Source: an optimization exercise on an open RTL-to-GDS flow (aim: small area, a short achievable clock period and few clock cycles per item). Production flows keep margins and buffers that such runs may drop. Only simulation tests tie the RTL to the original design; equivalence was not proved. Power and IR drop assume default switching activity.

==> flow/design.v <==
module hfo_core128 (
    input  wire        clk,
    input  wire        rst,
    input  wire        req,
    input  wire        req_we,
    input  wire [7:0]  req_off,
    input  wire [4:0]  req_size,
    input  wire [63:0] req_wdata,
    output wire        ack,
    output wire        ack_err,
    output wire [63:0] ack_rdata
);
    localparam [7:0] OP_NOP = 8'h00, OP_ADD = 8'h01, OP_SUB = 8'h02,
                     OP_EQ  = 8'h08, OP_NE  = 8'h09, OP_LTU = 8'h0A,
                     OP_LEU = 8'h0B, OP_GTU = 8'h0C, OP_GEU = 8'h0D,
                     OP_AND = 8'h10, OP_OR  = 8'h11, OP_XOR = 8'h12,
                     OP_NOT = 8'h13, OP_SLL = 8'h14, OP_SRL = 8'h15,
                     OP_SRA = 8'h16, OP_ZEXT64 = 8'h18,
                     OP_MUL = 8'h20, OP_MUL64 = 8'h21,
                     OP_DIVU = 8'h30, OP_REMU = 8'h31, OP_DIVS = 8'h32, OP_REMS = 8'h33,
                     OP_NEG = 8'h40, OP_SEXT64 = 8'h41,
                     OP_LTS = 8'h44, OP_LES = 8'h45, OP_GTS = 8'h46, OP_GES = 8'h47,
                     OP_FXADD64 = 8'h60, OP_FXSUB64 = 8'h61, OP_FXMUL64 = 8'h62,
                     OP_FXDIV64 = 8'h63, OP_FXMOD64 = 8'h64, OP_FXNEG64 = 8'h65,
                     OP_FXFROMINT64 = 8'h66,
                     OP_FXMUL128 = 8'h72, OP_FXDIV128 = 8'h73, OP_FXFROMINT128 = 8'h76;
    localparam [1:0] T_NONE = 2'd0, T64 = 2'd1, T96 = 2'd2, T128 = 2'd3;
    localparam [2:0] PH_E1 = 3'd0,   
                     PH_E2 = 3'd1,   
                     PH_ST = 3'd2,   
                     PH_P1 = 3'd3,   
                     PH_P2 = 3'd4;   
    reg [127:0] opa, opb, y, z;
    reg         st_c, st_faulted;
    reg [1:0]   st_tier;
    reg [3:0]   st_cause;
    reg         force128;
    reg [31:0]  faultcmd;
    reg         busy;
    reg         c_pend;      
    reg [2:0]   ph;
    reg [7:0]   opr;         
    reg [7:0]   cnt;
    reg [6:0]   sa;          
    reg [127:0] r;           
    reg         msel;        
    reg         nneg, dneg, szero;
    wire [127:0] A = opa;
    wire [127:0] B = opb;
    wire sz4    = (req_size == 5'd4);
    wire sz8    = (req_size == 5'd8);
    wire acc_ok = (sz4 && req_off[1:0] == 2'b00) ||
                  (sz8 && req_off[2:0] == 3'b000 && req_off[7:6] == 2'b00);
    wire rd_status = !req_we && sz4 && (req_off == 8'h44);
    assign ack     = req && (!busy || rd_status);
    assign ack_err = !acc_ok;
    wire fire   = req && (!busy || rd_status);
    wire wr_ok  = fire && req_we && acc_ok;
    wire is_cmd = wr_ok && sz4 && (req_off == 8'h40);
    wire is_ctl = wr_ok && sz4 && (req_off == 8'h48);
    wire is_opw = wr_ok && (req_off[7:5] == 3'b000);
    wire c_alu;
    wire c_now = c_pend ? c_alu : st_c;
    reg [127:0] rd_reg;
    reg [63:0]  rd_val;
    always @* begin
        case (req_off[5:4])
            2'd0: rd_reg = opa;
            2'd1: rd_reg = opb;
            2'd2: rd_reg = y;
            default: rd_reg = z;
        endcase
        rd_val = 64'd0;
        if (req_off[7:6] == 2'b00) begin
            if (sz8)
                rd_val = req_off[3] ? rd_reg[127:64] : rd_reg[63:0];
            else
                rd_val = {32'd0, rd_reg[32*req_off[3:2] +: 32]};
        end else begin
            case (req_off)
                8'h44: rd_val = {32'd0, 24'd0, st_cause, st_tier, st_faulted, c_now};
                8'h48: rd_val = {32'd0, 31'd0, force128};
                8'h4C: rd_val = {32'd0, faultcmd};
                default: rd_val = 64'd0;
            endcase
        end
    end
    assign ack_rdata = rd_val;
    wire [31:0] cw  = req_wdata[31:0];
    wire [7:0]  opc = cw[7:0];
    reg opc_known;
    always @* begin
        case (opc)
            OP_NOP, OP_ADD, OP_SUB, OP_EQ, OP_NE, OP_LTU, OP_LEU, OP_GTU, OP_GEU,
            OP_AND, OP_OR, OP_XOR, OP_NOT, OP_SLL, OP_SRL, OP_SRA, OP_ZEXT64,
            OP_MUL, OP_MUL64, OP_DIVU, OP_REMU, OP_DIVS, OP_REMS,
            OP_NEG, OP_SEXT64, OP_LTS, OP_LES, OP_GTS, OP_GES,
            OP_FXADD64, OP_FXSUB64, OP_FXMUL64, OP_FXDIV64, OP_FXMOD64, OP_FXNEG64,
            OP_FXFROMINT64, OP_FXMUL128, OP_FXDIV128, OP_FXFROMINT128:
                opc_known = 1'b1;
            default: opc_known = 1'b0;
        endcase
    end
    wire legal = (cw[31:8] == 24'd0) && opc_known;
    wire b_zero   = (B == 128'd0);
    wire b_lo0    = (B[63:0] == 64'd0);
    wire divzero  = ((opc == OP_DIVU || opc == OP_REMU || opc == OP_DIVS ||
                      opc == OP_REMS || opc == OP_FXDIV128) && b_zero) ||
                    ((opc == OP_FXDIV64 || opc == OP_FXMOD64) && b_lo0);
    wire a_hi0   = (A[127:64] == 64'd0);
    wire b_hi0   = (B[127:64] == 64'd0);
    wire a_m64   = a_hi0 || (A[127:64] == {64{1'b1}} && A[63:0] != 64'd0);
    wire b_m64   = b_hi0 || (B[127:64] == {64{1'b1}} && !b_lo0);
    wire b_u32   = (B[127:32] == 96'd0);
    wire b_m32   = b_u32 || (B[127:32] == {96{1'b1}} && B[31:0] != 32'd0);
    wire n_m64   = (A[115:52] == 64'd0) ||
                   (A[115:52] == {64{1'b1}} && A[51:0] != 52'd0);
    reg [1:0] c_tier;
    always @* begin
        c_tier = T_NONE;
        case (opc)
            OP_MUL:      c_tier = (a_hi0 && b_hi0) ? T64 : T128;
            OP_MUL64:    c_tier = T64;
            OP_FXMUL128: c_tier = (a_m64 && b_m64) ? T64 : T128;
            OP_DIVU, OP_REMU:
                         c_tier = (a_hi0 && b_hi0) ? T64 : b_u32 ? T96 : T128;
            OP_DIVS, OP_REMS:
                         c_tier = (a_m64 && b_m64) ? T64 : b_m32 ? T96 : T128;
            OP_FXDIV128: c_tier = (n_m64 && b_m64) ? T64 : b_m32 ? T96 : T128;
            default:     c_tier = T_NONE;
        endcase
        if (force128 && (opc == OP_MUL || opc == OP_FXMUL128 || opc == OP_DIVU ||
                         opc == OP_REMU || opc == OP_DIVS || opc == OP_REMS ||
                         opc == OP_FXDIV128))
            c_tier = T128;
    end
    wire o_add   = (opr == OP_ADD);
    wire o_sub   = (opr == OP_SUB);
    wire o_neg   = (opr == OP_NEG);
    wire o_fxadd = (opr == OP_FXADD64);
    wire o_fxsub = (opr == OP_FXSUB64);
    wire o_fxneg = (opr == OP_FXNEG64);
    wire o_ucmp  = (opr[7:3] == 5'b00001);             
    wire o_scmp  = (opr[7:2] == 6'b010001);            
    wire o_cmp   = o_ucmp || o_scmp;
    wire o_and   = (opr == OP_AND);
    wire o_or    = (opr == OP_OR);
    wire o_xor   = (opr == OP_XOR);
    wire o_not   = (opr == OP_NOT);
    wire o_zext  = (opr == OP_ZEXT64);
    wire o_sext  = (opr == OP_SEXT64);
    wire o_sll   = (opr == OP_SLL);
    wire o_srl   = (opr == OP_SRL);
    wire o_sra   = (opr == OP_SRA);
    wire o_fi64  = (opr == OP_FXFROMINT64);
    wire o_fi128 = (opr == OP_FXFROMINT128);
    wire o_mul64 = (opr == OP_MUL64);
    wire o_fxm64 = (opr == OP_FXMUL64);
    wire o_fxm128= (opr == OP_FXMUL128);
    wire o_divu  = (opr == OP_DIVU);
    wire o_divs  = (opr == OP_DIVS);
    wire o_fxd64 = (opr == OP_FXDIV64);
    wire o_fxmod = (opr == OP_FXMOD64);
    wire o_fxd128= (opr == OP_FXDIV128);
    wire is_mul  = (opr == OP_MUL) || o_mul64 || o_fxm64 || o_fxm128;
    wire is_div  = (opr[7:2] == 6'b001100) || o_fxd64 || o_fxmod || o_fxd128;
    wire dsgn    = o_divs || (opr == OP_REMS) || o_fxd64 || o_fxmod || o_fxd128;
    wire q_only  = o_fxd64 || o_fxd128;             
    wire negop   = o_neg || o_fxneg;
    wire addop   = o_add || o_fxadd;
    wire sumop   = o_add || o_sub || o_neg || o_fxadd || o_fxsub || o_fxneg;
    wire logop   = o_and || o_or || o_xor || o_not || o_zext || o_sext;
    wire shlop   = o_sll || o_fi64 || o_fi128;
    wire shrop   = o_srl || o_sra;
    wire e1 = busy && (ph == PH_E1);
    wire e2 = busy && (ph == PH_E2);
    wire st = busy && (ph == PH_ST);
    wire p1 = busy && (ph == PH_P1);
    wire p2 = busy && (ph == PH_P2);
    wire a_m12 = o_fxd128;              
    wire a_fxn = o_fxd64;               
    wire a_sx  = o_fxmod;               
    wire a_zx  = o_mul64 || o_fxm64;    
    wire b_sx  = o_fxd64 || o_fxmod;
    wire b_zx  = a_zx;
    wire [127:0] a_l12 = {A[115:0], 12'd0};
    wire [63:0]  aop_lo = (a_m12 || a_fxn) ? a_l12[63:0] : A[63:0];
    wire [63:0]  aop_hi = a_m12 ? a_l12[127:64] :
                          a_fxn ? {64{A[51]}} :
                          a_sx  ? {64{A[63]}} :
                          a_zx  ? 64'd0 : A[127:64];
    wire [127:0] aop = {aop_hi, aop_lo};
    wire [127:0] bop = {b_sx ? {64{B[63]}} : (b_zx ? 64'd0 : B[127:64]), B[63:0]};
    wire nneg_c = dsgn && aop[127];
    wire dneg_c = dsgn && bop[127];
    wire xs_a  = e1 && !negop && !is_div;
    wire xs_y2 = st && is_mul;
    wire xs_r2 = st && is_div;
    wire [127:0] ax = ({128{xs_a}}  & A) |
                      ({128{xs_y2}} & {y[126:0], 1'b0}) |
                      ({128{xs_r2}} & {r[126:0], y[127]});
    wire ys_b = (e1 && !negop && !is_div) || (st && is_div) || (st && is_mul && msel && r[127]);
    wire ys_a = (e1 && (negop || is_div)) || (st && is_mul && !msel && r[127]);
    wire post_r = !q_only && !(p2 && is_div);
    wire ys_y = (p1 || p2) && is_div && !post_r;
    wire ys_r = (p1 || p2) && is_div && post_r;
    wire [127:0] ay = ({128{ys_b}} & bop) | ({128{ys_a}} & aop) |
                      ({128{ys_y}} & y)   | ({128{ys_r}} & r);
    reg inv;
    always @* begin
        inv = 1'b0;
        if (e1) inv = is_div ? nneg_c : !addop;
        else if (st) inv = is_div && !dneg;
        else if (p1 || p2) inv = post_r ? nneg : (nneg ^ dneg);
    end
    wire [128:0] sum_full = {1'b0, ax} + {1'b0, ay ^ {128{inv}}} + {128'd0, inv};
    wire [127:0] sum  = sum_full[127:0];
    wire         cout = sum_full[128];
    assign c_alu = o_add ? cout : !cout;
    wire eq   = (sum == 128'd0);
    wire ltu  = !cout;
    wire lts  = (A[127] ^ B[127]) ? A[127] : ltu;
    wire lt   = o_scmp ? lts : ltu;
    reg  cmpbit;
    always @* begin
        case ({o_scmp, opr[2:0]})
            4'b0000: cmpbit = eq;             
            4'b0001: cmpbit = !eq;            
            4'b0010: cmpbit = lt;             
            4'b0011: cmpbit = lt || eq;       
            4'b0100: cmpbit = !(lt || eq);    
            4'b0101: cmpbit = !lt;            
            4'b1100: cmpbit = lt;             
            4'b1101: cmpbit = lt || eq;       
            4'b1110: cmpbit = !(lt || eq);    
            4'b1111: cmpbit = !lt;            
            default: cmpbit = 1'b0;
        endcase
    end
    wire dge = r[127] || cout;
    wire [127:0] lg = ({128{o_and}} & (A & B)) |
                      ({128{o_or}}  & (A | B)) |
                      ({128{o_xor}} & (A ^ B)) |
                      ({128{o_not}} & ~A) |
                      ({128{o_zext || o_sext}} & A);
    wire rs_y = (e2 && is_div) || ((p1 || p2) && is_mul);
    wire rs_b = e2 && is_mul && !msel;
    wire [127:0] rin = rs_y ? y : (rs_b ? bop : aop);
    reg [127:0] rot;
    always @* begin
        rot = rin;
        if (sa[0]) rot = {rot[126:0], rot[127]};
        if (sa[1]) rot = {rot[125:0], rot[127:126]};
        if (sa[2]) rot = {rot[123:0], rot[127:124]};
        if (sa[3]) rot = {rot[119:0], rot[127:120]};
        if (sa[4]) rot = {rot[111:0], rot[127:112]};
        if (sa[5]) rot = {rot[95:0],  rot[127:96]};
        if (sa[6]) rot = {rot[63:0],  rot[127:64]};
    end
    wire [127:0] gem;    
    genvar gi;
    generate
        for (gi = 0; gi < 128; gi = gi + 1) begin : g_ge
            assign gem[gi] = (gi >= sa);
        end
    endgenerate
    wire sh_left = (e1 && shlop) || e2 || (p1 && is_mul);
    wire kill    = e2 && is_div && szero;
    wire sa0     = (sa == 7'd0);
    wire [127:0] keep = sh_left ? (gem & {128{!kill}}) : (~gem | {128{sa0}});
    wire fill = ((e1 && o_sra) || (p2 && is_mul)) && rin[127];
    wire [127:0] shy = (rot & keep) | ({128{fill}} & ~keep);
    function [7:0] f_lzc;
        input [127:0] x;
        reg [127:0] zf, zn;
        reg [895:0] cf, cn;
        integer l, j;
        begin
            zf = ~x;
            cf = 896'd0;
            for (l = 1; l <= 7; l = l + 1) begin
                zn = 128'd0;
                cn = 896'd0;
                for (j = 0; j < (128 >> l); j = j + 1) begin
                    zn[j] = zf[2*j+1] & zf[2*j];
                    cn[j*7 +: 7] = zf[2*j+1] ? (cf[(2*j)*7 +: 7] | (7'd1 << (l-1)))
                                             : cf[(2*j+1)*7 +: 7];
                end
                zf = zn;
                cf = cn;
            end
            f_lzc = zf[0] ? 8'd128 : {1'b0, cf[6:0]};
        end
    endfunction
    wire [7:0] lz_a = f_lzc(aop ^ {128{nneg_c}});
    wire [7:0] lz_b = f_lzc(bop ^ {128{dneg_c}});
    wire [9:0] s_raw = {2'b00, lz_b} - {2'b00, lz_a} + {9'd0, nneg_c} + 10'd1;
    wire [7:0] s_div = s_raw[9] ? 8'd0 : (s_raw[8:0] > 9'd128) ? 8'd128 : s_raw[7:0];
    wire       a_fewer = (lz_a >= lz_b);
    wire [7:0] lz_max  = a_fewer ? lz_a : lz_b;
    wire ysel_sum = (e1 && (sumop || is_div)) || (st && is_mul) ||
                    ((p1 || p2) && is_div);
    wire ysel_log = e1 && logop;
    wire ysel_sh  = (e1 && (shlop || shrop)) || (e2 && is_div) || ((p1 || p2) && is_mul);
    wire ysel_cmp = e1 && o_cmp;
    wire ysel_dq  = st && is_div;
    wire [127:0] v = ({128{ysel_sum}} & sum) |
                     ({128{ysel_log}} & lg) |
                     ({128{ysel_sh}}  & shy) |
                     ({128{ysel_dq}}  & {y[126:0], dge}) |
                     {127'd0, ysel_cmp && cmpbit};
    wire hx_s = (e1 && (o_fxadd || o_fxsub || o_fxneg || o_sext || o_fi64)) ||
                ((p1 || p2) && (o_fxd64 || o_fxmod));
    wire hx_z = e1 && o_zext;
    wire [127:0] y_nx = {hx_s ? {64{v[63]}} : (hx_z ? 64'd0 : v[127:64]), v[63:0]};
    always @(posedge clk) begin
        if (rst) begin
            opa <= 128'd0; opb <= 128'd0; y <= 128'd0; z <= 128'd0;
            st_c <= 1'b0; st_faulted <= 1'b0; st_tier <= T_NONE; st_cause <= 4'd0;
            force128 <= 1'b0; faultcmd <= 32'd0;
            busy <= 1'b0; c_pend <= 1'b0;
        end else if (!busy) begin
            if (is_opw) begin
                if (sz8) begin
                    if (req_off[4]) opb[64*req_off[3] +: 64] <= req_wdata;
                    else            opa[64*req_off[3] +: 64] <= req_wdata;
                end else begin
                    if (req_off[4]) opb[32*req_off[3:2] +: 32] <= req_wdata[31:0];
                    else            opa[32*req_off[3:2] +: 32] <= req_wdata[31:0];
                end
            end
            if (is_ctl) begin
                if (req_wdata[1]) begin
                    opa <= 128'd0; opb <= 128'd0; y <= 128'd0; z <= 128'd0;
                    st_c <= 1'b0; st_faulted <= 1'b0; st_tier <= T_NONE;
                    st_cause <= 4'd0; force128 <= 1'b0; faultcmd <= 32'd0;
                end else begin
                    force128 <= req_wdata[0];
                end
            end
            if (is_cmd && !st_faulted) begin
                if (!legal) begin
                    st_faulted <= 1'b1;
                    st_cause   <= 4'd2;
                    faultcmd   <= cw;
                end else if (divzero) begin
                    st_faulted <= 1'b1;
                    st_cause   <= 4'd1;
                    faultcmd   <= cw;
                end else begin
                    st_c    <= 1'b0;
                    st_tier <= c_tier;
                    if (opc != OP_NOP) begin
                        busy   <= 1'b1;
                        ph     <= PH_E1;
                        opr    <= opc;
                        c_pend <= (opc == OP_ADD) || (opc == OP_SUB);
                        sa     <= (opc == OP_SLL) ? B[6:0] :
                                  (opc == OP_SRL || opc == OP_SRA) ? (7'd0 - B[6:0]) : 7'd12;
                    end
                end
            end
        end else begin
            if (ph != PH_P1 || !(o_divu || o_divs))
                y <= y_nx;
            case (ph)
            PH_E1: begin
                c_pend <= 1'b0;
                if (o_add || o_sub) st_c <= c_alu;
                nneg <= nneg_c;
                dneg <= dneg_c;
                if (is_div) begin
                    cnt   <= s_div;
                    sa    <= 7'd0 - s_div[6:0];
                    szero <= (s_div == 8'd0);
                    ph    <= PH_E2;
                end else if (is_mul) begin
                    msel <= a_fewer;
                    cnt  <= 8'd128 - lz_max;
                    sa   <= lz_max[6:0];
                    ph   <= PH_E2;
                end else begin
                    busy <= 1'b0;
                end
            end
            PH_E2: begin
                if (is_div) begin
                    r  <= rot & ~keep;
                    ph <= (cnt == 8'd0) ? PH_P1 : PH_ST;
                end else begin
                    r  <= shy;
                    sa <= o_fxm64 ? 7'd64 : 7'd116;
                    if (cnt == 8'd0) busy <= 1'b0;
                    else ph <= PH_ST;
                end
            end
            PH_ST: begin
                cnt <= cnt - 8'd1;
                if (is_div) begin
                    r <= dge ? sum : ax;
                    if (cnt == 8'd1) ph <= PH_P1;
                end else begin
                    r <= {r[126:0], 1'b0};
                    if (cnt == 8'd1) begin
                        if (o_fxm64)       ph <= PH_P1;
                        else if (o_fxm128) ph <= PH_P2;
                        else               busy <= 1'b0;
                    end
                end
            end
            PH_P1: begin
                if (is_div) begin
                    if (o_divu || o_divs) z <= sum;
                    if (o_divs) ph <= PH_P2;
                    else busy <= 1'b0;
                end else begin
                    sa <= 7'd52;
                    ph <= PH_P2;
                end
            end
            default: begin
                busy <= 1'b0;
            end
            endcase
        end
    end
endmodule
==> flow/run.sh <==
#!/bin/bash
# synth_recipe.tcl (not shown) runs the flow's synth.tcl, then flattens the netlist and writes it again
# the make line also repeats each setting of config.mk as NAME=value (left out here)
make -C /OpenROAD-flow-scripts/flow DESIGN_CONFIG=/design/flow/config.mk WORK_HOME=/design/flow/orfs CLKGATE_MAP_FILE= SYNTH_SCRIPT=/design/flow/synth_recipe.tcl finish
==> flow/config.mk <==
export PLATFORM = sky130hd
export DESIGN_NAME = hfo_core128
export DESIGN_NICKNAME = hfo_core128
export VERILOG_FILES = /design/flow/design.v
export SDC_FILE = /design/flow/constraint.sdc
export NUM_CORES = 4
export LEC_CHECK = 0
export CAP_MARGIN = 20
export CORE_MARGIN = 2
export CORE_UTILIZATION = 15
export GPL_ROUTABILITY_DRIVEN = 1
export PLACE_DENSITY = 0.25
export SLEW_MARGIN = 20
==> flow/constraint.sdc <==
create_clock -name core_clock -period 10.0 [get_ports {clk}]
set_input_delay 2.0000 -clock core_clock [delete_from_list [all_inputs] [get_ports {clk}]]
set_output_delay 2.0000 -clock core_clock [all_outputs]
set_load 0.01 [all_outputs]
==> notes.md <==
## what timing repair did
item / 4_1_cts / 5_1_grt
gates cloned: 9 / 4
resized for setup: 135 / 122
pin swaps: 54 / 78
setup buffers: 58 / 53
endpoints found under the setup margin: 2 / 2
## cells in the mapped netlist (39+ instances only)
cell type     n  area [sq um]
nand2_1    1404          5270
nor2_1     1235          4640
a21oi_1    1210          6060
clkbuf_1   1077          4040
o21ai_0    1038          5190
mux2i_1     714          7150
dfxtp_1     555         11100
a22oi_1     458          3440
ha_1        406          5080
inv_1       357          1340
nand3_1     313          1570
a221oi_1    266          2330
xnor2_1     245          2150
a31oi_1     243          1520
buf_1       242           908
o211ai_1    223          1670
mux4_2      219          4930
nor3_1      183           916
nand4_1     168          1050
a22o_1      158          1380
edfxtp_1    158          4740
a211oi_1    155          1160
nor4_1      123           769
a21o_1       93           698
a222oi_1     80           801
o21a_1       75           563
a32o_1       74           741
and2_1       66           413
mux2_2       66           743
o22ai_1      61           382
xor2_1       54           473
o31ai_1      49           368
nand2b_1     47           294
nor2b_1      46           288
and3_1       45           282
a221o_1      43           430
o21bai_1     42           315
o221ai_1     41           359
a311oi_1     39           342
o311ai_0     39           342
## report_power, final
part | internal, W | switching (W) | leakage [nW]
combinational | 0.000110 | 0.000346 | 36.5
clock | 0.00232 | 0.00188 | 1.73
sequential | 0.00293 | 0.0000000550 | 5.92
total | 0.00535 | 0.00223 | 44.2
## stage by stage
step / power [W] / cells / setup WS [ps] / TNS [ps]
final: 0.00758 / 21700 / -5.53 / -5.53
after global routing: 0.00769 / 21700 / -81.7 / -81.7
after CTS: 0.00764 / 21600 / -85.6 / -85.6
after detailed placement: 0.00344 / 21300 / -724 / -1430
after global placement: 0.00344 / 21300 / -1950 / -2720
after floorplan: 0.00316 / 12600 / 407 / 0
## sequential cells by signal, summed over array words and instances (netlist names), 2 cells and up
name      flops
y           128
opr           8
r           128
z           128
opa         128
st_cause      4
cnt           8
opb         128
ph            3
sa            7
st_tier       2
faultcmd     32
## routing by layer
metal	share of wire	routed length, um	track usage
met2	0.39	375000	0.417
met1	0.44	427000	0.422
met4	0.071	68200	0.173
met3	0.094	90000	0.0718
met5	0.00013	123	0
## critical path, delay by kind of cell, from the launching register on
family,cells,cell delay [ps]
AOI/OAI and AO/OA,9,1520
buffers and inverters,7,1340
and+or+nand+nor,10,2880
DFF,1,470
adders and majority gates,1,330
xor gates and xnor gates,2,440
## how the worst max path moves through the flow
stage,to
2_1_floorplan,r[0]
3_3_place_gp,y[0]
3_5_place_dp,ack_rdata[0]
4_1_cts,ack_rdata[0]
5_1_grt,ack_rdata[0]
6_report,ack_rdata[0]
## cell families after synthesis
| family | Yosys count | synth area share |
|---|---|---|
| AOI/OAI and AO/OA | 4609 | 0.334 |
| and+or+nand+nor | 3838 | 0.190 |
| buffers and inverters | 1712 | 0.0718 |
| muxes | 1003 | 0.143 |
| DFF | 713 | 0.176 |
| adders and majority gates | 408 | 0.0568 |
| xor gates and xnor gates | 299 | 0.0290 |
## cell type report
| type | count | area share |
|---|---|---|
| inverters | 365 | 0.0118 |
| flip-flops and latches | 713 | 0.133 |
| clock buffers | 162 | 0.0268 |
| well taps | 8008 | 0.0841 |
| multi-input cells | 10200 | 0.585 |
| repair buffers | 2185 | 0.155 |
| clock inverters | 32 | 0.00266 |
| diodes | 74 | 0.00155 |
## layout by cell type, fill, tap and decap left out, types with 150 or more instances in the layout
cell type / instances
nand2_1: 1388
nand3_1: 310
a22oi_1: 456
xnor2_1: 227
a211oi_1: 150
o211ai_1: 223
a31oi_1: 237
nor3_1: 170
a21oi_1: 1162
nor2_1: 1205
ha_1: 400
a22o_1: 156
mux2i_1: 688
inv_1: 354
a221oi_1: 262
dfxtp_1: 554
nand4_1: 168
o21ai_0: 945
mux4_2: 219
edfxtp_1: 158
buf_4: 1888
==> metrics.csv <==
metric;value;unit
irDropWorstVdd;127;uV
hp-class;flop to flop;
grt_start_max_net_pins;109;
yosys_register_bits;713;
clk_latency;950;ps
portBuffers;146;
place_area;113000;sq um
grt_pass1_vias;107000;
rsz0062_at_grt;true;
drt_wl_total;961000;um
start_util;0.151;
fin_ws;-5.53;ps
clkTransAtPathRegs;60;ps
min-delay-start;z[78];
drv_slew;0;
syn_to_final_growth;32.1;%
syn_inst;12600;
root_buffer;clkbuf_16;
whs_path_depth;2;
hold_path_end;z[78];
worstPathRequired;8000;ps
critPathMaxFanout;15;
hold_ws;467;ps
outcome;finished with violations;
crit_start;opr[3];
leakage;44.2;nW
cpPeakStageDelay;560;ps
design_area;119000;sq um
cap_violations;0;
antenna_found_initial;128;
yosysWarnings;1;
synth_edf_count;158;
r2r-start;ph[0];
violatedChecks;negative setup slack;
cts_hold_buf;0;
clk_path_buf_depth;4;
endpoint_kind;output port;
gp_congestion;1.00;
multiInputGateArea;69600;sq um
fillers;67800;
grt_pass1_wl;1210000;um
setup_viol;1;
row_count;284;
worstMarginPinSlew;1340;ps
die_w;780;um
numCtsBuffers;110;
nNetsFinal;14000;
period_share;1.00;
final.min_clock_period;10010;ps
drc;0;
drt_pass1_iterations;10;
antenna_left;0;
finalHoldViolCount;0;
grt_usage;0.302;
grt.overflow.total;0;
dieArea;608000;sq um
core;599000;sq um
max_slew_margin;0.0952;
drive_above_1_share;0.211;
ys_seq_area_frac;0.176;
regArea;15900;sq um
htree_levels;3;
vias;118000;
hpwlAfterDp;792000;um
die_y;780;um
pin_count;147;
reg2reg_to;y[0];
max_freq;0.0999;GHz
reg2regPathDepth;39;
startpoint_type;flop;
synth_fp_nets;13100;
arrival;8010;ps
syn-mean-instance-area;7.17;sq um
drt-wirelength-per-cell;44.3;um
reg2reg_slack;130;ps
syn_area;90200;sq um
power_per_cell_area;63.6;nW/um^2
ys.flop_type;dfxtp_1;
slowest_stage;or4b_4;
finClkSkew;121;ps
criticalPathCategory;flop to output port;
cts_tree;yes;
clock_sinks;713;
routed_via_density;5.46;
synth_cell_types;114;
drtIter0Drc;19300;
synthArstFlopShare;0;
utilization;0.199;
Testbench counts, summed over its fixed seeds: cycles 55,264, commands 3,200.

-- static timing again, ports no longer ideal --
In the flow no input, the clock included, has a driving cell. The finished layout below was timed again as built, in two steps. Step 1 (the two cells are an assumption about what drives the block):
set clk [get_ports {clk}]
set_driving_cell -lib_cell sky130_fd_sc_hd__clkbuf_16 $clk
set_driving_cell -lib_cell sky130_fd_sc_hd__buf_2 [delete_from_list [all_inputs] $clk]
Step 2, shift: input delay + t, output delay - t, t = (earliest + latest rising clock arrival at the registers) / 2. This alone moves slack from input paths to output paths. a / b / c = ideal / step 1 / step 2; a / b = the first two.
t (ns): 1.006
slack for setup (ns): -0.006 / -0.124 / 0.127
worst setup path after step 2: register to register
cell pins on the clock port's net: 1
For this run, drivers alone change the setup slack by -0.118 ns; drivers and shift together by +0.133 ns.
